Source: an optimization exercise on an open RTL-to-GDS flow (aim: small area and a short achievable clock period). Production flows keep margins and buffers that such runs may drop. Function was checked by simulation only, so behaviour that the tests miss may differ from the original. Power is estimated from default activity; no workload was simulated.

==> flow/design.v <==
module vps_aoi222 (
    input  wire a1, a2, b1, b2, c1, c2,
    output wire y
);
    assign y = ~((a1 & a2) | (b1 & b2) | (c1 & c2));
endmodule
module vps_hold (
    input  wire s, sn, d, q,
    output wire y
);
    assign y = (s & d) | (sn & q);
endmodule
module vps_mux8i (
    input  wire       s,
    input  wire [7:0] a, b,
    output wire [7:0] y
);
    assign y = ~(s ? a : b);
endmodule
module vps_mux8 (
    input  wire       s,
    input  wire [7:0] a, b,
    output wire [7:0] y
);
    assign y = s ? a : b;
endmodule
module vps_dec4n (
    input  wire [3:0]  a,
    output wire [15:0] y
);
    genvar i;
    generate
        for (i = 0; i < 16; i = i + 1) begin : g
            assign y[i] = ~(a == i);
        end
    endgenerate
endmodule
module vps_sel16 (
    input  wire        s,
    input  wire [15:0] a, b,
    output wire [15:0] y
);
    assign y = s ? a : b;
endmodule
module vps_wval (
    input  wire       ld, byp,
    input  wire [7:0] p0, p1, p2, p3, wd, r,
    output wire [7:0] y
);
    assign y = ld ? (byp ? wd : (p0 | p1 | p2 | p3)) : r;
endmodule
module vps_wen (
    input  wire lo, hi, lo_n, hi_n,
    output wire we, wen
);
    assign we  = ~(lo_n | hi_n);
    assign wen = ~(lo & hi);
endmodule
module vps_dmwe (
    input  wire st, stall_en, m_ld,
    output wire y
);
    assign y = st & ~(stall_en & m_ld);
endmodule
module vps_engine (
    input  wire        clk,
    input  wire        rst,         
    input  wire        fwd_en,
    input  wire        flush_en,
    input  wire        stall_en,
    output wire [11:0] imem_addr,
    input  wire [17:0] imem_data,
    output wire        rf_we,
    output wire [3:0]  rf_waddr,
    output wire [7:0]  rf_wdata,
    output wire        dm_we,
    output wire [7:0]  dm_addr,
    output wire [7:0]  dm_wdata,
    output wire        flag_z,
    output wire        flag_c,
    output wire        fault
);
    reg [11:0] f_pc;
    reg [17:0] d_ir;
    reg [11:0] d_rel;      
    reg [5:0]  e_opc;
    reg [3:0]  e_ra;
    reg [3:0]  e_rb;
    reg [11:0] e_tgt;      
    reg [7:0]  e_opa;      
    reg [7:0]  e_opb;      
    reg        e_hita;     
    reg        e_hitb;     
    reg        e_fault;    
    reg [7:0]  m_res;      
    reg [7:0]  m_rd0;      
    reg [7:0]  m_rd1;
    reg [7:0]  m_rd2;
    reg [7:0]  m_rd3;
    reg        m_byp;      
    reg        w_val;      
    reg [7:0]  w_addr;
    reg [7:0]  w_data;
    reg        m_z, m_c;
    reg [3:0]  m_rd;
    reg        m_rwe;
    reg        m_ld;
    reg [8*16-1:0]  regs;
    reg [8*256-1:0] dmem;
    genvar k;
    wire [5:0] opc = e_opc;
    wire stall = stall_en & m_ld;
    wire op_add = (opc == 6'd3)  | (opc == 6'd4);
    wire op_sub = (opc == 6'd5)  | (opc == 6'd6);
    wire op_and = (opc == 6'd7)  | (opc == 6'd8);
    wire op_or  = (opc == 6'd9)  | (opc == 6'd10);
    wire op_xor = (opc == 6'd11) | (opc == 6'd12);
    wire op_shl = (opc == 6'd13) | (opc == 6'd14);
    wire op_sar = (opc == 6'd15) | (opc == 6'd16);
    wire op_ld  = (opc == 6'd17) | (opc == 6'd18);
    wire op_st  = (opc == 6'd19) | (opc == 6'd20);
    wire op_rwe = (opc != 6'd0) & (opc <= 6'd18);
    wire op_fwe = (opc >= 6'd3) & (opc <= 6'd12);
    wire op_br  = (opc >= 6'd21) & (opc <= 6'd26);
    wire cond_z  = (opc == 6'd22) | (opc == 6'd25);
    wire cond_nz = (opc == 6'd23) | (opc == 6'd26);
    assign fault = e_fault;
    wire [7:0] e_a = (fwd_en & e_hita) ? m_res : e_opa;
    wire [7:0] e_b = (fwd_en & e_hitb) ? m_res : e_opb;
    wire [8:0] sum  = {1'b0, e_a} + {1'b0, e_b};
    wire [8:0] diff = {1'b0, e_a} - {1'b0, e_b};
    wire       big  = |e_b[7:3];
    wire [7:0] shl_res = big ? 8'd0 : (e_a << e_b[2:0]);
    wire signed [7:0] a_s = e_a;
    wire [7:0] sar_sh  = a_s >>> e_b[2:0];
    wire [7:0] sar_res = big ? {8{e_a[7]}} : sar_sh;
    reg [7:0] e_res;
    always @(*) begin
        case (1'b1)
            op_add: e_res = sum[7:0];
            op_sub: e_res = diff[7:0];
            op_and: e_res = e_a & e_b;
            op_or:  e_res = e_a | e_b;
            op_xor: e_res = e_a ^ e_b;
            op_shl: e_res = shl_res;
            op_sar: e_res = sar_res;
            default: e_res = e_b;    
        endcase
    end
    wire e_c = op_add ? sum[8] : (op_sub ? diff[8] : 1'b0);
    wire [7:0] axb = e_a ^ e_b;
    wire z_add = (axb == {e_a[6:0] | e_b[6:0], 1'b0});
    wire z_eq  = (axb == 8'd0);
    wire z_and = ((e_a & e_b) == 8'd0);
    wire z_or  = ((e_a | e_b) == 8'd0);
    wire e_z = op_add ? z_add : (op_and ? z_and : (op_or ? z_or : z_eq));
    wire taken = ~stall & op_br & ~(cond_z & ~m_z) & ~(cond_nz & m_z);
    wire flush = taken & flush_en;
    wire [255:0] dsel;
    wire [7:0]   e_rd0, e_rd1, e_rd2, e_rd3;    
    generate
        wire [15:0] lo_f, lo_n, hi_f, hi_n, lo, hi;    
        wire [7:0]  bf = e_hitb ? m_res : e_opb;       
        vps_dec4n u_dlf (.a(bf[3:0]), .y(lo_f));
        vps_dec4n u_dln (.a(e_opb[3:0]), .y(lo_n));
        vps_dec4n u_dhf (.a(bf[7:4]), .y(hi_f));
        vps_dec4n u_dhn (.a(e_opb[7:4]), .y(hi_n));
        vps_sel16 u_slo (.s(fwd_en), .a(lo_f), .b(lo_n), .y(lo));
        vps_sel16 u_shi (.s(fwd_en), .a(hi_f), .b(hi_n), .y(hi));
        for (k = 0; k < 256; k = k + 1) begin : g_dsel
            assign dsel[k] = ~(lo[k % 16] | hi[k / 16]);
        end
        for (k = 0; k < 8; k = k + 1) begin : g_rd
            wire [85:0] y;
            genvar j;
            for (j = 0; j < 85; j = j + 1) begin : g_w
                vps_aoi222 u_aoi (
                    .a1(dsel[3*j]),   .a2(dmem[8*(3*j) + k]),
                    .b1(dsel[3*j+1]), .b2(dmem[8*(3*j+1) + k]),
                    .c1(dsel[3*j+2]), .c2(dmem[8*(3*j+2) + k]),
                    .y(y[j])
                );
            end
            assign y[85] = ~(dsel[255] & dmem[8*255 + k]);
            assign e_rd0[k] = ~&y[21:0];
            assign e_rd1[k] = ~&y[42:22];
            assign e_rd2[k] = ~&y[64:43];
            assign e_rd3[k] = ~&y[85:65];
        end
    endgenerate
    assign imem_addr = f_pc;
    assign rf_we     = m_rwe;
    assign rf_waddr  = m_rd;
    vps_wval u_ow (.ld(m_ld), .byp(m_byp), .p0(m_rd0), .p1(m_rd1), .p2(m_rd2), .p3(m_rd3), .wd(w_data), .r(m_res), .y(rf_wdata));
    vps_dmwe u_owe (.st(op_st), .stall_en(stall_en), .m_ld(m_ld), .y(dm_we));
    wire [7:0] oa_f, ob_f;
    vps_mux8 u_oa1 (.s(e_hitb), .a(m_res), .b(e_opb), .y(oa_f));
    vps_mux8i u_oa2 (.s(fwd_en), .a(~oa_f), .b(~e_opb), .y(dm_addr));
    vps_mux8 u_ob1 (.s(e_hita), .a(m_res), .b(e_opa), .y(ob_f));
    vps_mux8i u_ob2 (.s(fwd_en), .a(~ob_f), .b(~e_opa), .y(dm_wdata));
    assign flag_z    = m_z;
    assign flag_c    = m_c;
    wire [7:0] m_wval;
    vps_wval u_w (.ld(m_ld), .byp(m_byp), .p0(m_rd0), .p1(m_rd1), .p2(m_rd2), .p3(m_rd3), .wd(w_data), .r(m_res), .y(m_wval));
    wire       e_we = ~stall & op_st;
    reg        rst_q;
    always @(posedge clk) rst_q <= rst;
    wire [7:0] rf_d = m_wval;
    wire [7:0] dm_d = w_data;
    wire [15:0] wlo, whi;
    generate
        for (k = 0; k < 16; k = k + 1) begin : g_wpre
            assign wlo[k] = rst_q | (w_val & (w_addr[3:0] == k));
            assign whi[k] = rst_q | (w_addr[7:4] == k);
        end
    endgenerate
    generate
        for (k = 0; k < 16; k = k + 1) begin : g_reg
            wire we  = rst_q | (m_rwe & (m_rd == k));
            wire wen = ~we;
            wire [7:0] nxt;
            genvar b;
            for (b = 0; b < 8; b = b + 1) begin : g_b
                vps_hold u_h (.s(we), .sn(wen), .d(rf_d[b]), .q(regs[8*k + b]), .y(nxt[b]));
            end
            always @(posedge clk)
                regs[8*k +: 8] <= nxt;
        end
        for (k = 0; k < 256; k = k + 1) begin : g_dmem
            wire we, wen;
            vps_wen u_we (.lo(wlo[k % 16]), .hi(whi[k / 16]),
                          .lo_n(~wlo[k % 16]), .hi_n(~whi[k / 16]),
                          .we(we), .wen(wen));
            wire [7:0] nxt;
            genvar b;
            for (b = 0; b < 8; b = b + 1) begin : g_b
                vps_hold u_h (.s(we), .sn(wen), .d(dm_d[b]), .q(dmem[8*k + b]), .y(nxt[b]));
            end
            always @(posedge clk)
                dmem[8*k +: 8] <= nxt;
        end
    endgenerate
    wire [5:0] d_opc = d_ir[17:12];
    wire [3:0] d_ra  = d_ir[11:8];
    wire [3:0] d_rb  = d_ir[7:4];
    wire       d_bimm = ~d_opc[0];
    wire [15:0] rsa, rsb;
    wire [7:0]  rda, rdb;
    generate
        for (k = 0; k < 16; k = k + 1) begin : g_rsel
            assign rsa[k] = (d_ra == k);
            assign rsb[k] = (d_rb == k);
        end
        for (k = 0; k < 8; k = k + 1) begin : g_rrd
            wire [5:0] ya, yb;
            genvar j;
            for (j = 0; j < 5; j = j + 1) begin : g_w
                vps_aoi222 u_a (
                    .a1(rsa[3*j]),   .a2(regs[8*(3*j) + k]),
                    .b1(rsa[3*j+1]), .b2(regs[8*(3*j+1) + k]),
                    .c1(rsa[3*j+2]), .c2(regs[8*(3*j+2) + k]),
                    .y(ya[j])
                );
                vps_aoi222 u_b (
                    .a1(rsb[3*j]),   .a2(regs[8*(3*j) + k]),
                    .b1(rsb[3*j+1]), .b2(regs[8*(3*j+1) + k]),
                    .c1(rsb[3*j+2]), .c2(regs[8*(3*j+2) + k]),
                    .y(yb[j])
                );
            end
            assign ya[5] = ~(rsa[15] & regs[8*15 + k]);
            assign yb[5] = ~(rsb[15] & regs[8*15 + k]);
            assign rda[k] = ~&ya;
            assign rdb[k] = ~&yb;
        end
    endgenerate
    wire [7:0] rf_ra = (m_rwe & (m_rd == d_ra)) ? m_wval : rda;
    wire [7:0] rf_rb = (m_rwe & (m_rd == d_rb)) ? m_wval : rdb;
    wire [7:0] hold_a = (m_rwe & (m_rd == e_ra)) ? m_wval : e_opa;
    wire [7:0] hold_b = (m_rwe & (m_rd == e_rb) & opc[0]) ? m_wval : e_opb;
    wire e_wr = op_rwe & ~op_ld;
    always @(posedge clk) begin
        if (rst) begin
            f_pc <= 12'd0;
            d_ir <= 18'd0; d_rel <= 12'd0;
            e_opc <= 6'd0; e_ra <= 4'd0; e_rb <= 4'd0; e_tgt <= 12'd0;
            e_opa <= 8'd0; e_opb <= 8'd0; e_hita <= 1'b0; e_hitb <= 1'b0; e_fault <= 1'b0;
            m_res <= 8'd0; m_rd0 <= 8'd0; m_rd1 <= 8'd0; m_rd2 <= 8'd0; m_rd3 <= 8'd0; m_byp <= 1'b0;
            w_val <= 1'b0; w_addr <= 8'd0; w_data <= 8'd0; m_z <= 1'b0; m_c <= 1'b0; m_rd <= 4'd0;
            m_rwe <= 1'b0; m_ld <= 1'b0;
        end else begin
            m_res <= e_res;
            m_rd0 <= e_rd0;
            m_rd1 <= e_rd1;
            m_rd2 <= e_rd2;
            m_rd3 <= e_rd3;
            m_byp <= w_val & (w_addr == e_b);
            w_val <= e_we;
            if (e_we) begin
                w_addr <= e_b;
                w_data <= e_a;
            end
            m_rd  <= e_ra;
            m_rwe <= ~stall & op_rwe;
            m_ld  <= ~stall & op_ld;
            if (~stall & op_fwe) begin
                m_z <= e_z;
                m_c <= e_c;
            end
            if (stall) begin
                e_opa  <= hold_a;
                e_opb  <= hold_b;
                e_hita <= 1'b0;
                e_hitb <= 1'b0;
            end else begin
                e_opa  <= rf_ra;
                e_opb  <= d_bimm ? d_ir[7:0] : rf_rb;
                e_hita <= e_wr & (e_ra == d_ra);
                e_hitb <= e_wr & (e_ra == d_rb) & ~d_bimm;
                if (flush) begin
                    e_opc <= 6'd0;
                    e_fault <= 1'b0;
                    d_ir  <= 18'd0;
                end else begin
                    e_opc <= d_opc;
                    e_fault <= (d_opc >= 6'd27);
                    d_ir  <= imem_data;
                end
                e_ra  <= d_ra;
                e_rb  <= d_rb;
                e_tgt <= (d_opc >= 6'd24) ? d_rel : d_ir[11:0];
                d_rel <= f_pc + imem_data[11:0];
                f_pc  <= taken ? e_tgt : (f_pc + 12'd1);
            end
        end
    end
endmodule
==> flow/run.sh <==
#!/bin/bash
# synth_recipe.tcl (not shown) runs the flow's synth.tcl, then flattens the netlist and writes it again
# the make line also repeats each setting of config.mk as NAME=value (left out here)
make -C /OpenROAD-flow-scripts/flow DESIGN_CONFIG=/design/flow/config.mk WORK_HOME=/design/flow/orfs CLKGATE_MAP_FILE= SYNTH_SCRIPT=/design/flow/synth_recipe.tcl finish
==> flow/config.mk <==
export PLATFORM = sky130hd
export DESIGN_NAME = vps_engine
export DESIGN_NICKNAME = vps_engine
export VERILOG_FILES = /design/flow/design.v
export SDC_FILE = /design/flow/constraint.sdc
export NUM_CORES = 4
export LEC_CHECK = 0
export CAP_MARGIN = 20
export CORE_MARGIN = 2
export CORE_UTILIZATION = 55
export CTS_BUF_LIST = sky130_fd_sc_hd__clkbuf_16
export CTS_CLUSTER_DIAMETER = 100
export CTS_CLUSTER_SIZE = 25
export SETUP_SLACK_MARGIN = 5.0
export SLEW_MARGIN = 20
export SYNTH_HIERARCHICAL = 1
export TNS_END_PERCENT = 20
==> flow/constraint.sdc <==
create_clock -name core_clock -period 9.0 [get_ports {clk}]
set_input_delay 1.8000 -clock core_clock [delete_from_list [all_inputs] [get_ports {clk}]]
set_output_delay 1.8000 -clock core_clock [all_outputs]
set_load 0.01 [all_outputs]
==> flow_metrics.py, run 1 <==
metrics = {
    "status": {
        "status": "no timing/DRC/antenna violations",
    },
    "worst_hold_path": {
        "min_path_cells": 2,
        "hold_end": "d_rel[6]$_SDFFE_PP0N_",
        "hp-class": "reg -> reg",
        "hp-start": "d_rel[6]$_SDFFE_PP0N_",
    },
    "routing": {
        "first_iter_violations": 14800,
        "wl_mm": 341,
        "drc": 0,
        "antenna_left": 0,
        "wire_per_inst_um": 34.5,
        "vias": 75800,
        "via_per_inst": 7.67,
        "first_pass_iters": 11,
    },
    "timing": {
        "fmaxAchievable_mhz": 238,
        "finalClockSkew_ps": 35.7,
        "setup_tns_ps": 0,
        "setup_viol": 0,
        "rsz0062_at_grt": "true",
        "finalMaxSlewViolations": 0,
        "fin_crit_sh": 0.467,
        "max-slew-margin-rel": 0.196,
        "final_hold_viol_count": 0,
        "finalCriticalPeriod_ps": 4200,
        "worst_pin_slew_ps": 1210,
    },
    "critical_path": {
        "worstPathArrival_ps": 2400,
        "critPathMaxFanout": 13,
        "start_kind": "flip-flop",
        "r2r-end": "m_rd1[7]$_SDFF_PP0_",
        "critical_path_class": "reg -> out",
        "reg2reg_depth": 10,
        "cp.required_ps": 7200,
        "regToRegSetupSlack_ps": 4830,
        "r2r_start": "e_opb[3]$_SDFFE_PP0P_",
        "cp-end-kind": "output port",
    },
    "clock_network": {
        "numCtsBuffers": 103,
        "cts_hold_buffers": 0,
        "cts.sinks": 2330,
        "htree_levels": 3,
        "root_buffer": "clkbuf_16",
        "clkTransAtPathRegs_ps": 110,
        "cts_tree": "done",
        "clock_path_buffers": 3,
        "clock_latency_ps": 780,
    },
    "layout": {
        "syn2layout_area_growth_pct": 7.97,
        "drive_gt1_frac": 0.0598,
        "final_nets": 7869,
        "post-route-util": 0.599,
        "instances_no_fill": 9879,
    },
    "placed_design": {
        "gp_congestion": 0.984,
        "dpl.hpwl_mm": 211,
        "portBuffers": 67,
        "post-place-cells": 9720,
    },
    "global_routing": {
        "grt_pass1_wl_mm": 490,
        "first_global_vias": 69300,
        "grt-ovfl-total": 0,
        "antenna_found_initial": 14,
        "track_usage": 0.401,
        "grt_max_degree": 156,
    },
    "yosys": {
        "avgSynthCellArea_um2": 11.3,
        "ys_warn_count": 7,
        "synth_fp_nets": 7747,
        "ys_seq_elements": 2330,
        "ys_types": 94,
        "synthArstFlopShare": 0,
        "synth_edf_count": 0,
        "yosys_most_used_dff": "dfxtp_1",
        "synthCells": 7684,
        "syn-cell-area_um2": 87000,
        "synth_seq_area_share": 0.536,
    },
    "pwr": {
        "irDropWorstVdd_uv": 232,
        "power.density_nw_per_um2": 187,
        "p_int_mw": 13.0,
        "power.total_mw": 17.5,
        "p_switching_mw": 4.50,
        "p_sw_frac": 0.257,
        "seqPwrFrac": 0.612,
        "combPwrFrac": 0.082,
        "leakage_nw": 34.9,
        "power_frac_clock": 0.306,
    },
    "die": {
        "initial_core_util": 0.555,
        "rows": 145,
        "core_um2": 157000,
        "io_pins": 68,
        "dieArea_um2": 161000,
        "die_h_um": 402,
        "fp.dieW_um": 402,
    },
    "job": {
        "maxCapViolCount": 0,
    },
}
-- what timing repair did --
item                       in CTS  in global routing
pin swaps                       1                  7
setup buffers                  24                 11
cloned                          4                  0
gates resized for setup       123                 63
setup endpoints to repair      76                142
-- critical path: stages, from the launching register on --
cell	delay, ps
dfxtp_4	430
nor2b_4	180
buf_4	160
a31oi_2	270
clkdlybuf4s50_1	600
-- worst max-delay path by stage --
stage                             start                  end  slack [ps]  cells after the start
floorplan                        fwd_en  m_res[4]$_SDFF_PP0_        4460                     12
global placement                 fwd_en  m_rd2[4]$_SDFF_PP0_        3190                      7
detailed placement               fwd_en  m_rd3[1]$_SDFF_PP0_        3140                      7
CTS                 m_rd0[5]$_SDFF_PP0_          rf_wdata[5]        4780                      3
global route        m_res[1]$_SDFF_PP0_          rf_wdata[1]        4770                      3
finish                  m_ld$_SDFF_PP0_          rf_wdata[2]        4800                      4
-- area by class of cell --
| type | count | area [um^2] |
|---|---|---|
| Antenna cell | 8 | 20.0 |
| Clock buffer | 103 | 2580 |
| Clock inverter | 9 | 113 |
| Fill cell | 12900 | 62800 |
| Inverter | 113 | 428 |
| Multi-Input combinational cell | 5057 | 39600 |
| Sequential cell | 2330 | 46700 |
| Tap cell | 2058 | 2570 |
| Timing Repair Buffer | 201 | 1940 |
-- metrics by stage --
| step | hold slack, ps | instance area, um^2 | worst slack (ps) |
|---|---|---|---|
| 6_report | 460 | 94000 | 4800 |
| 3_3_place_gp | 438 | 90300 | 3190 |
| 2_1_floorplan | 431 | 87100 | 4460 |
| 3_5_place_dp | 443 | 90300 | 3140 |
| 4_1_cts | 458 | 93600 | 4780 |
| 5_1_grt | 475 | 93900 | 4770 |
-- registers in the layout, indices dropped and copies added, names as in the netlist, 4 cells and up --
name and count:
regs 128, w_addr 8, m_res 8, e_rb 4, e_opc 6, m_rd0 8, e_opa 8, f_pc 12
m_rd1 8, e_tgt 12, w_data 8, dmem 2048, e_opb 8, m_rd 4, e_ra 4, m_rd2 8
m_rd3 8, d_rel 12, d_ir 18
-- routing by layer --
metal	global-route usage	wire length, um
met5	0	7
met3	0.0930	42300
met4	0.204	20900
met1	0.560	137000
met2	0.578	141000
-- Yosys stat by module, one instance, submodules excluded --
module | cells inside | flops+latches | area (um^2)
vps_aoi222 | 1 | 0 | 10.0
vps_dec4n | 20 | 0 | 186
vps_dmwe | 1 | 0 | 11.3
vps_engine | 4011 | 2330 | 56300
vps_hold | 1 | 0 | 8.76
vps_mux8 | 9 | 0 | 131
vps_mux8i | 9 | 0 | 91.3
vps_sel16 | 18 | 0 | 249
vps_wen | 2 | 0 | 7.51
vps_wval | 36 | 0 | 215
-- cells by family (layout without fill, tap and decap cells) --
logic type | count (synthesis) | count (layout) | synth area share
other | 0 | 8 | 0
multiplexers | 127 | 127 | 0.0177
AO/OA/AOI/OAI | 3348 | 3348 | 0.340
flip-flops | 2330 | 2330 | 0.536
adder cells (fa/ha/maj) | 40 | 40 | 0.00601
buffers and inverters | 297 | 426 | 0.0145
AND/OR/NAND/NOR | 1492 | 1492 | 0.0806
XOR/XNOR | 50 | 50 | 0.00503
-- layout by cell type (no fill, tap or decap), types with 27 or more instances in the layout --
cell type and n:
a211oi_1 39, a21oi_1 79, a222oi_1 760, a22o_1 2177, a22oi_1 31, and3_1 29, buf_4 109, clkbuf_16 103
clkdlybuf4s50_1 44, dfxtp_1 2291, dfxtp_2 27, ha_1 37, inv_1 94, mux2_4 33, mux2i_1 64, nand2_1 350
nand3_1 44, nand4_1 142, nor2_1 687, nor3_1 43, xnor2_1 31
-- cell usage after synthesis (9+ instances only) --
cell | instances | share of area
nand2b_1 | 13 | 0.00093
clkbuf_1 | 139 | 0.0060
a31o_2 | 15 | 0.0015
mux2_4 | 36 | 0.0062
a2111oi_0 | 17 | 0.0017
a22oi_1 | 31 | 0.0027
nor2_1 | 688 | 0.030
xnor2_1 | 31 | 0.0031
ha_1 | 37 | 0.0053
nor2b_1 | 21 | 0.0015
a21oi_1 | 82 | 0.0047
o21a_1 | 10 | 0.00086
mux2_2 | 15 | 0.0019
a221oi_1 | 9 | 0.00091
a41oi_1 | 25 | 0.0025
o22ai_1 | 26 | 0.0019
dfxtp_1 | 2330 | 0.54
and3_1 | 29 | 0.0021
nand4bb_1 | 24 | 0.0031
mux2i_1 | 67 | 0.0077
a21o_1 | 37 | 0.0032
buf_1 | 19 | 0.00082
buf_6 | 14 | 0.0018
buf_2 | 9 | 0.00052
and4_1 | 26 | 0.0026
nand2_1 | 351 | 0.015
inv_1 | 107 | 0.0046
o21ai_0 | 27 | 0.0016
a211oi_1 | 39 | 0.0034
nand3_1 | 44 | 0.0025
a22o_1 | 2177 | 0.22
nand4b_1 | 18 | 0.0018
xor2_1 | 19 | 0.0019
nand4_1 | 142 | 0.010
or4b_1 | 13 | 0.0015
nor4_1 | 34 | 0.0024
a31oi_1 | 22 | 0.0016
nor3_1 | 43 | 0.0025
a222oi_1 | 760 | 0.087
-- power by group through the flow --
stage	registers [mW]	logic, mW	clock network (mW)
2_1_floorplan	10.9	0.820	0
6_report	10.7	1.43	5.37
3_5_place_dp	11.0	1.33	0
4_1_cts	10.7	1.36	5.40
5_1_grt	10.8	1.49	5.73
3_3_place_gp	11.0	1.32	0
==> run 2, diff against run 1 <==
--- a/flow/config.mk
+++ b/flow/config.mk
@@ -7,7 +7,7 @@
 export LEC_CHECK = 0
 export CAP_MARGIN = 20
 export CORE_MARGIN = 2
-export CORE_UTILIZATION = 55
+export CORE_UTILIZATION = 65
 export CTS_BUF_LIST = sky130_fd_sc_hd__clkbuf_16
 export CTS_CLUSTER_DIAMETER = 100
 export CTS_CLUSTER_SIZE = 25
==> run 2 against run 1 <==
- sequential share of layout area increased by 0.11 points
- critical path depth down 1
- register-to-register slack worse by 80 ps
- total power down 0.39%
- hold slack worse by 1.3 ps
- cell area decreased by 0.26%
- cell count decreased by 3.0%
- first-iteration DRC count is 3.3% higher
- critical path type is now in -> out
- critical endpoint is now dm_wdata[0]
- largest power group unchanged
==> flow_metrics.py, run 2 <==
metrics = {
    "clock_network": {
        "clock_path_buffers": 3,
        "clkTransAtPathRegs_ps": 110,
        "htree_levels": 3,
        "clock_latency_ps": 790,
        "cts_hold_buffers": 0,
        "cts_tree": "done",
        "root_buffer": "clkbuf_16",
        "cts.sinks": 2330,
        "numCtsBuffers": 103,
    },
    "layout": {
        "layout_commonest_cell": "dfxtp_1",
        "drive_gt1_frac": 0.0547,
        "seq_area_um2": 46700,
        "reg_top3": "dmem (2048), regs (128), d_ir (18)",
        "largest_reg_flops": 2048,
        "fillerInstances": 9815,
        "instances_no_fill": 9582,
        "final_nets": 7843,
        "multi_input_area_um2": 39800,
        "final_cell_mix": "dfxtp_1, a22o_1, a222oi_1, nor2_1, nand2_1",
        "syn2layout_area_growth_pct": 7.69,
        "regMostFlops": "dmem",
    },
    "timing": {
        "finalWorstSetupSlack_ps": 4730,
        "fmaxAchievable_mhz": 234,
        "setup_tns_ps": 0,
        "finalClockSkew_ps": 45.7,
        "finalCriticalPeriod_ps": 4270,
        "worst_pin_slew_ps": 1210,
        "finalMaxSlewViolations": 0,
        "rsz0062_at_grt": "true",
        "final_hold_viol_count": 0,
        "fin_crit_sh": 0.474,
        "setup_viol": 0,
        "max-slew-margin-rel": 0.191,
    },
    "routing": {
        "first_pass_iters": 11,
        "wire_per_inst_um": 33.6,
        "first_iter_violations": 15300,
        "antenna_left": 0,
        "vias": 77300,
        "drc": 0,
        "via_per_inst": 8.07,
        "wl_mm": 322,
    },
    "critical_path": {
        "r2r-end": "dmem[1021]$_DFF_P_",
        "regToRegSetupSlack_ps": 4750,
        "critPathMaxFanout": 7,
        "cp-end-kind": "output port",
        "start_kind": "input port",
        "cp.required_ps": 7200,
        "reg2reg_depth": 6,
        "worstPathArrival_ps": 2470,
        "critical_path_class": "in -> out",
        "r2r_start": "rst_q$_DFF_P_",
    },
    "die": {
        "dieArea_um2": 137000,
        "die_h_um": 370,
        "initial_core_util": 0.654,
        "rows": 134,
        "core_um2": 133000,
        "io_pins": 68,
        "fp.dieW_um": 370,
    },
    "pwr": {
        "leakage_nw": 35.0,
        "power.total_mw": 17.5,
        "power.density_nw_per_um2": 186,
        "irDropWorstVdd_uv": 183,
    },
    "global_routing": {
        "grt_max_degree": 168,
        "gr-usage-met3": 0.129,
        "use_met2": 0.629,
        "antenna_found_initial": 15,
        "grt-ovfl-total": 0,
        "track_usage": 0.448,
        "grt_pass1_wl_mm": 467,
        "grt_busiest_layer": "met2",
        "grt_use_met1": 0.609,
        "first_global_vias": 69600,
    },
    "yosys": {
        "synth_compound_area_frac": 0.340,
        "ys_types": 94,
        "yosys-top-cells-count": "dfxtp_1, a22o_1, a222oi_1, nor2_1, nand2_1",
        "synth-adder-area-share": 0.00601,
        "synthTopCellsByArea": "dfxtp_1, a22o_1, a222oi_1, nor2_1, nand2_1",
        "synth_top_family_by_area": "compound AO/OA/AOI/OAI gates",
        "ys_warn_count": 7,
        "synth_seq_area_share": 0.536,
        "ys_seq_elements": 2330,
        "avgSynthCellArea_um2": 11.3,
        "synth_simple_gate_area_frac": 0.0806,
        "synth_edf_count": 0,
        "muxShareOfSynthArea": 0.0177,
        "yosys.area.top_type": "dfxtp_1",
        "synth_most_common_cell": "dfxtp_1",
        "synthCells": 7684,
        "synth.top_cell.area_share": 0.536,
        "synth-xor-area-share": 0.00503,
        "syn-cell-area_um2": 87000,
        "yosys_most_used_dff": "dfxtp_1",
        "synth_fp_nets": 7747,
        "synthArstFlopShare": 0,
    },
    "placed_design": {
        "portBuffers": 67,
        "post-place-ws_ps": 2940,
        "post-place-cells": 9412,
        "dpl.hpwl_mm": 196,
        "gp_congestion": 1.01,
    },
    "worst_hold_path": {
        "hp-start": "d_rel[9]$_SDFFE_PP0N_",
        "min_path_cells": 2,
        "hold_end": "d_rel[9]$_SDFFE_PP0N_",
        "hp-class": "reg -> reg",
    },
    "job": {
        "maxCapViolCount": 0,
    },
    "status": {
        "status": "no timing/DRC/antenna violations",
    },
}
run 2: critical path, stage by stage:
cell,delay [ps]
buf_16,130
mux2i_1,250
clkdlybuf4s15_1,280
run 2: worst max-delay path by stage:
stage / start / end / slack, ps / cells past startpoint
2_1_floorplan: fwd_en / m_res[4]$_SDFF_PP0_ / 4460 / 12
5_1_grt: fwd_en / dm_wdata[0] / 4720 / 3
3_5_place_dp: fwd_en / m_res[4]$_SDFF_PP0_ / 2940 / 12
4_1_cts: e_opb[2]$_SDFFE_PP0P_ / m_rd1[7]$_SDFF_PP0_ / 4700 / 11
6_report: fwd_en / dm_wdata[0] / 4730 / 3
3_3_place_gp: fwd_en / m_res[4]$_SDFF_PP0_ / 3040 / 12
run 2: cells by family (layout without fill, tap and decap cells):
family	Yosys count	after routing
AO/OA/AOI/OAI	3348	3348
flip-flops	2330	2330
AND/OR/NAND/NOR	1492	1492
buffers and inverters	297	401
multiplexers	127	127
XOR/XNOR	50	50
adder cells (fa/ha/maj)	40	40
other	0	26
run 2: final cells by class:
class / instances / area share
Antenna cell: 26 / 0.000694
Sequential cell: 2330 / 0.498
Multi-Input combinational cell: 5057 / 0.425
Timing Repair Buffer: 175 / 0.0189
Tap cell: 1768 / 0.0236
Clock buffer: 105 / 0.0280
Inverter: 113 / 0.00453
Clock inverter: 8 / 0.000908
run 2: repair_timing:
action | 4_1_cts | 5_1_grt
gates resized for setup | 129 | 63
setup buffers | 20 | 8
gates cloned | 3 | 0
pin swaps | 0 | 9
endpoints found under the setup margin | 67 | 138
run 2: metal layers:
metal / wire length (um) / vias up
met5: 102 / -
met4: 21600 / 18
met3: 47500 / 1248
met2: 132000 / 6376
met1: 121000 / 37400
li1: - / 32300
run 2: per-module statistics from Yosys (local to each module, per instance):
| module | flip-flops and latches | cell area, um^2 | cells inside |
|---|---|---|---|
| vps_sel16 | 0 | 249 | 18 |
| vps_mux8 | 0 | 131 | 9 |
| vps_mux8i | 0 | 91.3 | 9 |
| vps_dec4n | 0 | 186 | 20 |
| vps_aoi222 | 0 | 10.0 | 1 |
| vps_hold | 0 | 8.76 | 1 |
| vps_wval | 0 | 215 | 36 |
| vps_wen | 0 | 7.51 | 2 |
| vps_dmwe | 0 | 11.3 | 1 |
| vps_engine | 2330 | 56300 | 4011 |
run 2: metrics by stage:
stage	utilization	cell area [um^2]	hold slack (ps)
after floorplan	-	87100	431
after global placement	0.675	89900	439
final	0.704	93700	458
after detailed placement	0.675	89900	444
after CTS	0.700	93200	464
after global routing	0.704	93700	487
run 2: power breakdown:
part	internal [mW]	total, mW	switching (mW)	leakage (nW)
Clock	2.10	5.31	3.22	1.34
Sequential	10.5	10.7	0.216	18.8
Combinational	0.406	1.41	1.00	14.8
Total	13.0	17.5	4.44	35.0
==> run 3, diff against run 2 <==
--- a/flow/config.mk
+++ b/flow/config.mk
@@ -7,10 +7,10 @@
 export LEC_CHECK = 0
 export CAP_MARGIN = 20
 export CORE_MARGIN = 2
-export CORE_UTILIZATION = 65
+export CORE_UTILIZATION = 55
 export CTS_BUF_LIST = sky130_fd_sc_hd__clkbuf_16
 export CTS_CLUSTER_DIAMETER = 100
-export CTS_CLUSTER_SIZE = 25
+export CTS_CLUSTER_SIZE = 30
 export SETUP_SLACK_MARGIN = 5.0
 export SLEW_MARGIN = 20
 export SYNTH_HIERARCHICAL = 1
==> run 3 against run 2 <==
- highest routed layer unchanged
- maximum frequency up 1.3%
- synthesized area unchanged
- clock skew down 4.1 ps
- count of clock-buffer cells in the layout down 16
- sequential cell count unchanged
- still clean
- register-to-register slack better by 80 ps
- cell area about the same
==> flow_metrics.py, run 3 <==
metrics = {
    "timing": {
        "finalMaxSlewViolations": 0,
        "fmaxAchievable_mhz": 238,
        "fin_crit_sh": 0.468,
        "finalCriticalPeriod_ps": 4210,
        "max-slew-margin-rel": 0.196,
        "setup_tns_ps": 0,
        "final_hold_viol_count": 0,
        "rsz0062_at_grt": "true",
        "fin_hold_ws_ps": 462,
        "finalClockSkew_ps": 41.6,
        "worst_pin_slew_ps": 1210,
        "setup_viol": 0,
    },
    "die": {
        "io_pins": 68,
        "dieArea_um2": 161000,
        "die_h_um": 402,
        "core_um2": 157000,
        "initial_core_util": 0.555,
        "fp.dieW_um": 402,
        "rows": 145,
    },
    "critical_path": {
        "critical_path_class": "in -> out",
        "crit_slowest_cell": "mux2i_2",
        "critPathMaxFanout": 7,
        "cp-end-kind": "output port",
        "cp_num_buf_inv": 3,
        "path_cells": "buf_16 -> buf_4 -> mux2i_2 -> buf_2",
        "cp_slowest_stage_delay_ps": 180,
        "regToRegSetupSlack_ps": 4830,
        "worstPathArrival_ps": 2410,
        "start_kind": "input port",
        "r2r_start": "e_opb[3]$_SDFFE_PP0P_",
        "cp.required_ps": 7200,
        "reg2reg_depth": 10,
        "r2r-end": "m_rd1[7]$_SDFF_PP0_",
        "cpLargestDelayFamily": "buffers and inverters",
    },
    "routing": {
        "wl_met2_mm": 142,
        "via_per_inst": 7.70,
        "drc": 0,
        "wl_met3_mm": 42.7,
        "antenna_left": 0,
        "vias": 76000,
        "wire_per_inst_um": 34.5,
        "met1Wirelength_mm": 137,
        "first_pass_iters": 13,
        "first_iter_violations": 14600,
        "top_layer_used": "met5",
        "wl_mm": 341,
    },
    "yosys": {
        "synth.top_cell.area_share": 0.536,
        "synth_most_common_cell": "dfxtp_1",
        "ys_types": 94,
        "yosys.area.top_type": "dfxtp_1",
        "syn-cell-area_um2": 87000,
        "synth_edf_count": 0,
        "synthTopCellsByArea": "dfxtp_1, a22o_1, a222oi_1, nor2_1, nand2_1",
        "avgSynthCellArea_um2": 11.3,
        "yosys_most_used_dff": "dfxtp_1",
        "yosys-top-cells-count": "dfxtp_1, a22o_1, a222oi_1, nor2_1, nand2_1",
        "ys_warn_count": 7,
        "synthCells": 7684,
        "synth_seq_area_share": 0.536,
        "synthArstFlopShare": 0,
        "ys_seq_elements": 2330,
        "synth_fp_nets": 7747,
    },
    "pwr": {
        "leakage_nw": 34.8,
        "p_int_mw": 12.8,
        "p_sw_frac": 0.260,
        "power.total_mw": 17.3,
        "seqPwrFrac": 0.622,
        "p_switching_mw": 4.49,
        "power_frac_clock": 0.295,
        "power.density_nw_per_um2": 184,
        "combPwrFrac": 0.083,
        "irDropWorstVdd_uv": 178,
    },
    "layout": {
        "seq_area_um2": 46700,
        "drive_gt1_frac": 0.0596,
        "syn2layout_area_growth_pct": 7.75,
        "final_nets": 7856,
        "post-route-util": 0.598,
        "fillerInstances": 12900,
        "instances_no_fill": 9874,
        "reg_top3": "dmem (2048), regs (128), d_ir (18)",
        "largest_reg_flops": 2048,
        "multi_input_area_um2": 39600,
        "regMostFlops": "dmem",
        "layout_commonest_cell": "dfxtp_1",
        "final_cell_mix": "dfxtp_1, a22o_1, a222oi_1, nor2_1, nand2_1",
    },
    "worst_hold_path": {
        "hp-class": "reg -> reg",
        "min_path_cells": 2,
        "hp-start": "d_rel[6]$_SDFFE_PP0N_",
        "hold_end": "d_rel[6]$_SDFFE_PP0N_",
    },
    "placed_design": {
        "portBuffers": 67,
        "post-place-cells": 9720,
        "dpl.hpwl_mm": 211,
        "gp_congestion": 0.984,
    },
    "global_routing": {
        "grt_max_degree": 156,
        "track_usage": 0.400,
        "first_global_vias": 69000,
        "grt-ovfl-total": 0,
        "grt_pass1_wl_mm": 489,
        "antenna_found_initial": 12,
    },
    "clock_network": {
        "root_buffer": "clkbuf_16",
        "clkTransAtPathRegs_ps": 120,
        "numCtsBuffers": 89,
        "clock_path_buffers": 3,
        "cts_tree": "done",
        "clock_latency_ps": 770,
        "htree_levels": 3,
        "cts.sinks": 2330,
    },
    "job": {
        "maxCapViolCount": 0,
    },
    "status": {
        "status": "no timing/DRC/antenna violations",
    },
}
run 3: changes by cell type in the layout (fill, tap and decap cells not counted), sizes merged, moves of 3 or more:
cell / before / now
clkdlybuf4s50: 39 / 43
diode: 26 / 11
buf: 123 / 151
dlygate4sd2: 7 / 2
clkbuf: 105 / 89
inv: 110 / 113
run 3: power groups by stage:
stage | sequential (mW) | clock, mW | combinational (mW)
2_1_floorplan | 10.9 | 0 | 0.820
3_3_place_gp | 11.0 | 0 | 1.32
3_5_place_dp | 11.0 | 0 | 1.33
4_1_cts | 10.7 | 5.11 | 1.36
5_1_grt | 10.8 | 5.44 | 1.49
6_report | 10.7 | 5.09 | 1.43
run 3: metal layers:
layer,global-route usage,vias to the layer above
li1,-,32300
met1,0.561,37300
met2,0.576,5519
met3,0.0919,945
met4,0.202,4
met5,0,-
run 3: logic make-up after synthesis:
| group | Yosys count | share of synthesized area |
|---|---|---|
| compound gates | 3348 | 0.340 |
| xor+xnor | 50 | 0.00503 |
| fa+ha+maj | 40 | 0.00601 |
| buf+inv | 297 | 0.0145 |
| flops | 2330 | 0.536 |
| mux | 127 | 0.0177 |
| simple gates | 1492 | 0.0806 |
run 3: what timing repair did:
item                                   in CTS  in global routing
buffers inserted                           22                 14
hold buffers                                0                  0
pin swaps                                   0                  6
gates resized for setup                   116                 80
endpoints found under the hold margin       0                  0
setup endpoints to repair                  76                142
gates cloned                                4                  0
run 3: per-module statistics from Yosys (local to each module, per instance):
module	cells	cell area [um^2]	copies in the design
vps_aoi222	1	10.0	760
vps_mux8i	9	91.3	2
vps_mux8	9	131	2
vps_wval	36	215	2
vps_wen	2	7.51	256
vps_sel16	18	249	2
vps_engine	4011	56300	1
vps_dmwe	1	11.3	1
vps_dec4n	20	186	4
vps_hold	1	8.76	2176
run 3: worst max-delay path by stage:
stage / startpoint / end / slack (ps) / cells after the start
after floorplan: fwd_en / m_res[4]$_SDFF_PP0_ / 4460 / 12
after global placement: fwd_en / m_rd2[4]$_SDFF_PP0_ / 3190 / 7
after detailed placement: fwd_en / m_rd3[1]$_SDFF_PP0_ / 3140 / 7
after CTS: m_res[1]$_SDFF_PP0_ / rf_wdata[1] / 4740 / 3
after global routing: m_ld$_SDFF_PP0_ / rf_wdata[4] / 4780 / 4
final: fwd_en / dm_wdata[0] / 4790 / 4
run 3: through the flow:
step           area (um^2)  setup slack (ps)
2_1_floorplan        87100              4460
6_report             93800              4790
5_1_grt              93700              4780
4_1_cts              93200              4740
3_5_place_dp         90300              3140
3_3_place_gp         90300              3190
run 3: area by class of cell:
type,instances,area share
Clock buffer,89,0.0238
Clock inverter,14,0.00185
Multi-Input combinational cell,5057,0.423
Tap cell,2058,0.0275
Inverter,113,0.00456
Timing Repair Buffer,202,0.0211
Sequential cell,2330,0.498
Antenna cell,11,0.000294
run 3: worst reg2reg max path, stage by stage, from the launching register on:
cell       delay [ps]
dfxtp_2           620
inv_1             210
o21ai_0           280
buf_4             270
nand4bb_1         180
mux2_8            440
nor2_1            260
a222oi_1          550
nand4_1           380
nor4_1            650
a41oi_1           180
==> run 4, diff against run 3 <==
--- a/flow/config.mk
+++ b/flow/config.mk
@@ -10,8 +10,8 @@
 export CORE_UTILIZATION = 55
 export CTS_BUF_LIST = sky130_fd_sc_hd__clkbuf_16
 export CTS_CLUSTER_DIAMETER = 100
-export CTS_CLUSTER_SIZE = 30
+export CTS_CLUSTER_SIZE = 25
 export SETUP_SLACK_MARGIN = 5.0
 export SLEW_MARGIN = 20
 export SYNTH_HIERARCHICAL = 1
-export TNS_END_PERCENT = 20
+export TNS_END_PERCENT = 100
==> run 4 against run 3 <==
- utilization rose by 0.62 points
- combinational power rose by 3%
- global-route usage increased by 0.49 points
- worst setup slack lost 84 ps
- via count up 1.4%
- non-clock buffer count rose by 35
- still clean
- total power increased by 2.1%
- critical path type unchanged
- synthesized cell count unchanged
- sequential power barely moved
==> flow_metrics.py, run 4 <==
metrics = {
    "status": {
        "status": "no timing/DRC/antenna violations",
    },
    "clock_network": {
        "clock_latency_ps": 790,
        "htree_levels": 3,
        "cts.sinks": 2330,
        "numCtsBuffers": 103,
        "clock_path_buffers": 3,
        "cts_tree": "done",
        "root_buffer": "clkbuf_16",
        "clkTransAtPathRegs_ps": 100,
    },
    "timing": {
        "fmaxAchievable_mhz": 233,
        "finalMaxSlewViolations": 0,
        "setup_viol": 0,
        "max-slew-margin-rel": 0.142,
        "rsz0062_at_grt": "true",
        "worst_pin_slew_ps": 1290,
        "fin_crit_sh": 0.477,
        "finalCriticalPeriod_ps": 4290,
        "final_hold_viol_count": 0,
        "finalClockSkew_ps": 36.8,
        "setup_tns_ps": 0,
    },
    "pwr": {
        "power.density_nw_per_um2": 186,
        "power_frac_clock": 0.308,
        "p_sw_frac": 0.258,
        "irDropWorstVdd_uv": 179,
        "leakage_nw": 35.2,
        "combPwrFrac": 0.083,
        "p_int_mw": 13.1,
        "p_switching_mw": 4.54,
        "seqPwrFrac": 0.609,
    },
    "critical_path": {
        "cp_slowest_stage_delay_ps": 280,
        "reg2reg_depth": 10,
        "cp-end-kind": "output port",
        "cp.required_ps": 7200,
        "path_cells": "buf_16 -> buf_8 -> mux2i_4 -> buf_2",
        "start_kind": "input port",
        "r2r_start": "e_opb[7]$_SDFFE_PP0P_",
        "regToRegSetupSlack_ps": 4860,
        "crit_slowest_cell": "mux2i_4",
        "critical_path_class": "in -> out",
        "worstPathArrival_ps": 2490,
        "r2r-end": "m_rd0[7]$_SDFF_PP0_",
        "critPathMaxFanout": 5,
    },
    "layout": {
        "largest_reg_flops": 2048,
        "final_cell_mix": "dfxtp_1, a22o_1, a222oi_1, nor2_1, nand2_1",
        "seq_area_um2": 46700,
        "drive_gt1_frac": 0.0671,
        "regMostFlops": "dmem",
        "reg_top3": "dmem (2048), regs (128), d_ir (18)",
        "fillerInstances": 12900,
        "instances_no_fill": 9928,
        "multi_input_area_um2": 39900,
        "syn2layout_area_growth_pct": 8.88,
        "layout_commonest_cell": "dfxtp_1",
        "final_nets": 7905,
    },
    "routing": {
        "vias": 77100,
        "drc": 0,
        "via_per_inst": 7.76,
        "antenna_left": 0,
        "first_iter_violations": 15000,
        "wire_per_inst_um": 34.8,
        "wl_mm": 346,
        "first_pass_iters": 14,
    },
    "worst_hold_path": {
        "hp-class": "reg -> reg",
        "hold_end": "d_rel[9]$_SDFFE_PP0N_",
        "hp-start": "d_rel[9]$_SDFFE_PP0N_",
        "min_path_cells": 2,
    },
    "global_routing": {
        "grt_max_degree": 153,
        "antenna_found_initial": 14,
        "grt_pass1_wl_mm": 494,
        "first_global_vias": 69200,
        "grt-ovfl-total": 0,
        "track_usage": 0.405,
    },
    "yosys": {
        "ys_warn_count": 7,
        "yosys-top-cells-count": "dfxtp_1, a22o_1, a222oi_1, nor2_1, nand2_1",
        "syn-cell-area_um2": 87000,
        "avgSynthCellArea_um2": 11.3,
        "yosys.area.top_type": "dfxtp_1",
        "synthCells": 7684,
        "synth_fp_nets": 7747,
        "yosys_most_used_dff": "dfxtp_1",
        "ys_seq_elements": 2330,
        "synth_edf_count": 0,
        "ys_types": 94,
        "synth_most_common_cell": "dfxtp_1",
        "synthTopCellsByArea": "dfxtp_1, a22o_1, a222oi_1, nor2_1, nand2_1",
        "synthArstFlopShare": 0,
        "synth.top_cell.area_share": 0.536,
        "synth_seq_area_share": 0.536,
    },
    "die": {
        "io_pins": 68,
        "rows": 145,
        "initial_core_util": 0.555,
        "die_h_um": 402,
        "core_um2": 157000,
        "dieArea_um2": 161000,
        "fp.dieW_um": 402,
    },
    "job": {
        "maxCapViolCount": 0,
    },
    "placed_design": {
        "post-place-cells": 9728,
        "gp_congestion": 1.02,
        "portBuffers": 67,
        "dpl.hpwl_mm": 214,
    },
}
==> run 4: what timing repair did <==
| action | in CTS | in global routing |
|---|---|---|
| buffers inserted | 27 | 37 |
| gates resized for setup | 154 | 43 |
| gates cloned | 3 | 0 |
| hold buffers | 0 | 0 |
| pin swaps | 2 | 6 |
| setup endpoints to repair | 70 | 63 |
==> run 4: cells by family (layout without fill, tap and decap cells) <==
logic type	count (synthesis)	count (layout)	share of synthesized area
other	0	18	0
AOI/OAI and AO/OA	3348	3348	0.340
adders and majority gates	40	40	0.00601
DFF	2330	2330	0.536
xor gates and xnor gates	50	50	0.00503
buffers and inverters	297	465	0.0145
muxes	127	127	0.0177
and+or+nand+nor	1492	1492	0.0806
==> run 4: how the worst max path moves through the flow <==
stage / from / endpoint / slack, ps / depth (start not counted)
global route: fwd_en / dm_addr[1] / 4700 / 4
floorplan: fwd_en / m_res[7]$_SDFF_PP0_ / 4780 / 12
global placement: fwd_en / m_rd3[2]$_SDFF_PP0_ / 2230 / 7
CTS: fwd_en / dm_addr[3] / 4710 / 4
detailed placement: fwd_en / m_rd3[1]$_SDFF_PP0_ / 2670 / 7
finish: fwd_en / dm_addr[1] / 4710 / 4
==> run 4: power by group through the flow <==
stage,Clock [mW],Sequential [mW],Combinational [mW]
finish,5.42,10.7,1.47
global route,5.78,10.8,1.52
CTS,5.44,10.7,1.39
detailed placement,0,11.0,1.36
global placement,0,11.0,1.34
floorplan,0,10.9,0.839
==> run 4: area by class of cell <==
| cell class | instances | area share |
|---|---|---|
| diodes | 18 | 0.000475 |
| clock buffers | 105 | 0.0277 |
| clock inverters | 10 | 0.00147 |
| inverters | 113 | 0.00457 |
| multi-input cells | 5057 | 0.422 |
| flip-flops and latches | 2330 | 0.493 |
| well taps | 2058 | 0.0272 |
| repair buffers | 237 | 0.0239 |
==> run 4: modules after synthesis (local to each module, per instance), excerpt <==
| module | cell area, um^2 | flops+latches | times used | cells inside |
|---|---|---|---|---|
| vps_wval | 215 | 0 | 2 | 36 |
| vps_sel16 | 249 | 0 | 2 | 18 |
| vps_mux8i | 91.3 | 0 | 2 | 9 |
| vps_wen | 7.51 | 0 | 256 | 2 |
| vps_dec4n | 186 | 0 | 4 | 20 |
| vps_aoi222 | 10.0 | 0 | 760 | 1 |
==> run 4: routing by layer <==
layer / vias up / routed length [um] / GRT usage
met3: 1115 / 45100 / 0.113
li1: 32400 / - / -
met5: - / 28 / 0
met2: 5738 / 143000 / 0.576
met4: 4 / 21200 / 0.219
met1: 37800 / 136000 / 0.555
==> run 4: critical path: cells and delay by family <==
kind,cells,cell delay (ps)
mux,1,280
buf+inv,3,400
==> run 4: metrics by stage <==
| step | instance area [um^2] | setup slack, ps | power [mW] | util | hold WS (ps) |
|---|---|---|---|---|---|
| CTS | 94100 | 4710 | 17.6 | 0.601 | 456 |
| floorplan | 87300 | 4780 | 11.7 | - | 431 |
| global placement | 90600 | 2230 | 12.3 | 0.578 | 440 |
| finish | 94700 | 4710 | 17.6 | 0.604 | 456 |
| global route | 94700 | 4700 | 18.1 | 0.604 | 472 |
| detailed placement | 90600 | 2670 | 12.3 | 0.578 | 442 |
==> run 5, diff against run 4 <==
==> flow/flow/run.sh (new file) <==
#!/bin/bash
# The standard layout, with clock tree synthesis told not to add dummy
# loads (the same buffer list and clustering as config.mk asks for).
set -euo pipefail
export CTS_ARGS="-sink_clustering_enable -repair_clock_nets -dont_use_dummy_load -sink_clustering_size 25 -sink_clustering_max_diameter 100 -buf_list sky130_fd_sc_hd__clkbuf_16"
bash standard.sh > standard_flow.log 2>&1
==> flow/standard.sh (new file) <==
#!/bin/bash
# synth_recipe.tcl (not shown) runs the flow's synth.tcl, then flattens the netlist and writes it again
# the make line also repeats each setting of config.mk as NAME=value (left out here)
make -C /OpenROAD-flow-scripts/flow DESIGN_CONFIG=/design/flow/config.mk WORK_HOME=/design/flow/orfs CLKGATE_MAP_FILE= SYNTH_SCRIPT=/design/flow/synth_recipe.tcl "${@:-finish}"
--- a/flow/config.mk
+++ b/flow/config.mk
@@ -14,4 +14,4 @@
 export SETUP_SLACK_MARGIN = 5.0
 export SLEW_MARGIN = 20
 export SYNTH_HIERARCHICAL = 1
-export TNS_END_PERCENT = 100
+export TNS_END_PERCENT = 20
removed: flow/run.sh
==> run 5 against run 4 <==
- sequential share of layout area increased by 0.43 points
- critical endpoint is now m_rd1[6]$_SDFF_PP0_
- sequential cell count is the same
- utilization down 0.51 points
- total power down 1.1%
- cell count shrank 0.50%
- critical path depth grew 6
- global-route usage down 0.32 points
- register-to-register slack lost 30 ps
- wire length is 0.93% lower
- largest power group unchanged
==> flow_metrics.py, run 5 <==
metrics = {
    "routing": {
        "vias": 76400,
        "drc": 0,
        "wire_per_inst_um": 34.7,
        "first_iter_violations": 14500,
        "antenna_left": 0,
        "wl_mm": 342,
        "first_pass_iters": 14,
        "via_per_inst": 7.74,
    },
    "yosys": {
        "synthTopCellsByArea": "dfxtp_1, a22o_1, a222oi_1, nor2_1, nand2_1",
        "synth_most_common_cell": "dfxtp_1",
        "avgSynthCellArea_um2": 11.3,
        "yosys.area.top_type": "dfxtp_1",
        "synth_edf_count": 0,
        "ys_seq_elements": 2330,
        "ys_types": 94,
        "synth.top_cell.area_share": 0.536,
        "synthArstFlopShare": 0,
        "synth_fp_nets": 7747,
        "syn-cell-area_um2": 87000,
        "synthCells": 7684,
        "yosys_most_used_dff": "dfxtp_1",
        "ys_warn_count": 7,
        "yosys-top-cells-count": "dfxtp_1, a22o_1, a222oi_1, nor2_1, nand2_1",
        "synth_seq_area_share": 0.536,
    },
    "layout": {
        "fillerInstances": 12900,
        "stdcell_area_um2": 93900,
        "drive_gt1_frac": 0.0592,
        "reg_top3": "dmem (2048), regs (128), d_ir (18)",
        "regMostFlops": "dmem",
        "post-route-util": 0.599,
        "multi_input_area_um2": 39600,
        "final_nets": 7872,
        "syn2layout_area_growth_pct": 7.95,
        "layout_commonest_cell": "dfxtp_1",
        "largest_reg_flops": 2048,
        "final_cell_mix": "dfxtp_1, a22o_1, a222oi_1, nor2_1, nand2_1",
        "seq_area_um2": 46700,
    },
    "critical_path": {
        "crit_slowest_cell": "dfxtp_2",
        "cpLargestDelayFamily": "simple AND/OR/NAND/NOR gates",
        "path_cells": "inv_1 -> o21ai_0 -> buf_4 -> nand4bb_1 -> mux2_8 -> nor2_1 -> a222oi_1 -> nand4_1 -> nor4_1 -> a41oi_1",
        "r2r_start": "e_opb[3]$_SDFFE_PP0P_",
        "worstPathArrival_ps": 4770,
        "cp_slowest_stage_delay_ps": 620,
        "critical_path_class": "reg -> reg",
        "reg2reg_depth": 10,
        "regToRegSetupSlack_ps": 4830,
        "cp-end-kind": "flip-flop",
        "cp_num_buf_inv": 2,
        "r2r-end": "m_rd1[6]$_SDFF_PP0_",
        "cp.required_ps": 9600,
        "start_kind": "flip-flop",
        "critPathMaxFanout": 21,
    },
    "global_routing": {
        "grt-ovfl-total": 0,
        "first_global_vias": 69300,
        "track_usage": 0.402,
        "grt_pass1_wl_mm": 490,
        "grt_max_degree": 156,
        "antenna_found_initial": 17,
    },
    "placed_design": {
        "portBuffers": 67,
        "gp_congestion": 0.984,
        "placed_cell_area_um2": 90300,
        "dpl.hpwl_mm": 211,
    },
    "die": {
        "die_h_um": 402,
        "rows": 145,
        "dieArea_um2": 161000,
        "io_pins": 68,
        "fp.dieW_um": 402,
        "initial_core_util": 0.555,
        "core_um2": 157000,
    },
    "pwr": {
        "leakage_nw": 34.9,
        "power.density_nw_per_um2": 186,
        "irDropWorstVdd_uv": 171,
    },
    "timing": {
        "max-slew-margin-rel": 0.196,
        "finalClockSkew_ps": 86.1,
        "setup_tns_ps": 0,
        "setup_viol": 0,
        "finalCriticalPeriod_ps": 4170,
        "fmaxAchievable_mhz": 240,
        "finalMaxSlewViolations": 0,
        "fin_crit_sh": 0.463,
        "rsz0062_at_grt": "true",
        "worst_pin_slew_ps": 1210,
        "final_hold_viol_count": 0,
    },
    "clock_network": {
        "clkTransAtPathRegs_ps": 100,
        "cts.sinks": 2330,
        "clock_path_buffers": 3,
        "numCtsBuffers": 103,
        "root_buffer": "clkbuf_16",
        "htree_levels": 3,
        "clock_latency_ps": 780,
        "cts_tree": "done",
    },
    "worst_hold_path": {
        "hp-class": "reg -> reg",
        "min_path_cells": 2,
        "hold_end": "d_rel[6]$_SDFFE_PP0N_",
        "hp-start": "d_rel[6]$_SDFFE_PP0N_",
    },
    "job": {
        "maxCapViolCount": 0,
    },
    "status": {
        "status": "no timing/DRC/antenna violations",
    },
}
run 5: kinds of logic after synthesis:
kind of cell / after synthesis / synth area share
muxes: 127 / 0.0177
xor gates and xnor gates: 50 / 0.00503
AOI/OAI and AO/OA: 3348 / 0.340
buffers and inverters: 297 / 0.0145
DFF: 2330 / 0.536
and+or+nand+nor: 1492 / 0.0806
adders and majority gates: 40 / 0.00601
run 5: worst register-to-register path: cells and delay by family, from the launching register on:
kind | cells | cell delay [ps]
muxes | 1 | 440
DFF | 1 | 620
buffers and inverters | 2 | 470
and+or+nand+nor | 4 | 1480
AOI/OAI and AO/OA | 3 | 1070
run 5: repair_timing:
action,CTS,global route
resized for setup,127,58
hold buffers,0,0
pin swaps,0,6
buffers inserted,22,16
endpoints found under the hold margin,0,0
endpoints found under the setup margin,75,133
gates cloned,4,0
run 5: modules after synthesis (local to each module, per instance), a selection:
module	cells inside	flops+latches
vps_engine	4011	2330
vps_sel16	18	0
vps_wval	36	0
vps_dec4n	20	0
vps_mux8	9	0
vps_dmwe	1	0
vps_aoi222	1	0
vps_hold	1	0
run 5: report_power, final:
part / internal (mW) / switching, mW
logic: 0.410 / 1.02
clock network: 2.05 / 3.23
registers: 10.5 / 0.210
total: 13.0 / 4.46
run 5: final cells by class:
| type | instances | area share |
|---|---|---|
| Sequential cell | 2330 | 0.497 |
| Clock buffer | 103 | 0.0274 |
| Inverter | 113 | 0.00455 |
| Antenna cell | 13 | 0.000346 |
| Multi-Input combinational cell | 5057 | 0.421 |
| Timing Repair Buffer | 204 | 0.0215 |
| Tap cell | 2058 | 0.0274 |
run 5: per-layer routing:
metal / vias up / global-route usage / wire, um
li1: 32300 / - / -
met5: - / 0 / 0
met2: 5789 / 0.575 / 141000
met4: 0 / 0.211 / 20600
met3: 991 / 0.0925 / 44200
met1: 37300 / 0.563 / 136000
run 5: worst max path at each step:
stage / startpoint / to / slack (ps) / depth (start not counted)
finish: e_opb[3]$_SDFFE_PP0P_ / m_rd1[6]$_SDFF_PP0_ / 4830 / 10
global route: m_rd2[3]$_SDFF_PP0_ / rf_wdata[3] / 4820 / 3
CTS: m_rd0[3]$_SDFF_PP0_ / rf_wdata[3] / 4810 / 3
detailed placement: fwd_en / m_rd3[1]$_SDFF_PP0_ / 3140 / 7
global placement: fwd_en / m_rd2[4]$_SDFF_PP0_ / 3190 / 7
floorplan: fwd_en / m_res[4]$_SDFF_PP0_ / 4460 / 12
run 5: through the flow:
| step | power [mW] | hold slack, ps | instances | setup slack (ps) |
|---|---|---|---|---|
| finish | 17.4 | 461 | 9878 | 4830 |
| global placement | 12.3 | 438 | 9719 | 3190 |
| floorplan | 11.7 | 431 | 7684 | 4460 |
| detailed placement | 12.3 | 443 | 9720 | 3140 |
| global route | 17.9 | 475 | 9865 | 4820 |
| CTS | 17.4 | 458 | 9849 | 4810 |

==> afterwards: timing with drivers on the ports <==
The flow's constraints put no driver on any port. The routed layouts listed below were extracted and timed again, unchanged, in two steps.
Step 1, drivers: a clkbuf_16 drives clk and a buf_2 each remaining input, both assumed.
Step 2, shift: input delay + t, output delay - t, t = (earliest + latest rising clock arrival at the registers) / 2. This alone moves slack from input paths to output paths.
Slacks: ideal ports / drivers / drivers and shift; pairs: ideal ports / drivers.
run | t, ns | setup WS [ns] | worst setup path after step 2 | worst slew at a driven data input, ns | cell pins on the clock port's net
run 1 | 0.858 | 4.800 / 4.515 / 3.839 | input to register | 0.41 | 1
run 2 | 0.852 | 4.735 / 4.445 / 3.794 | input to register | 0.31 | 1
run 3 | 0.847 | 4.792 / 4.466 / 3.816 | input to register | 0.36 | 1
run 4 | 0.863 | 4.707 / 4.380 / 3.773 | input to register | 0.36 | 1
run 5 | 0.836 | 4.832 / 4.555 / 3.793 | input to register | 0.35 | 1
After both steps every run listed still meets setup and hold. For run 5, which loses most, drivers alone change the setup slack by -0.277 ns; drivers and shift together by -1.039 ns.
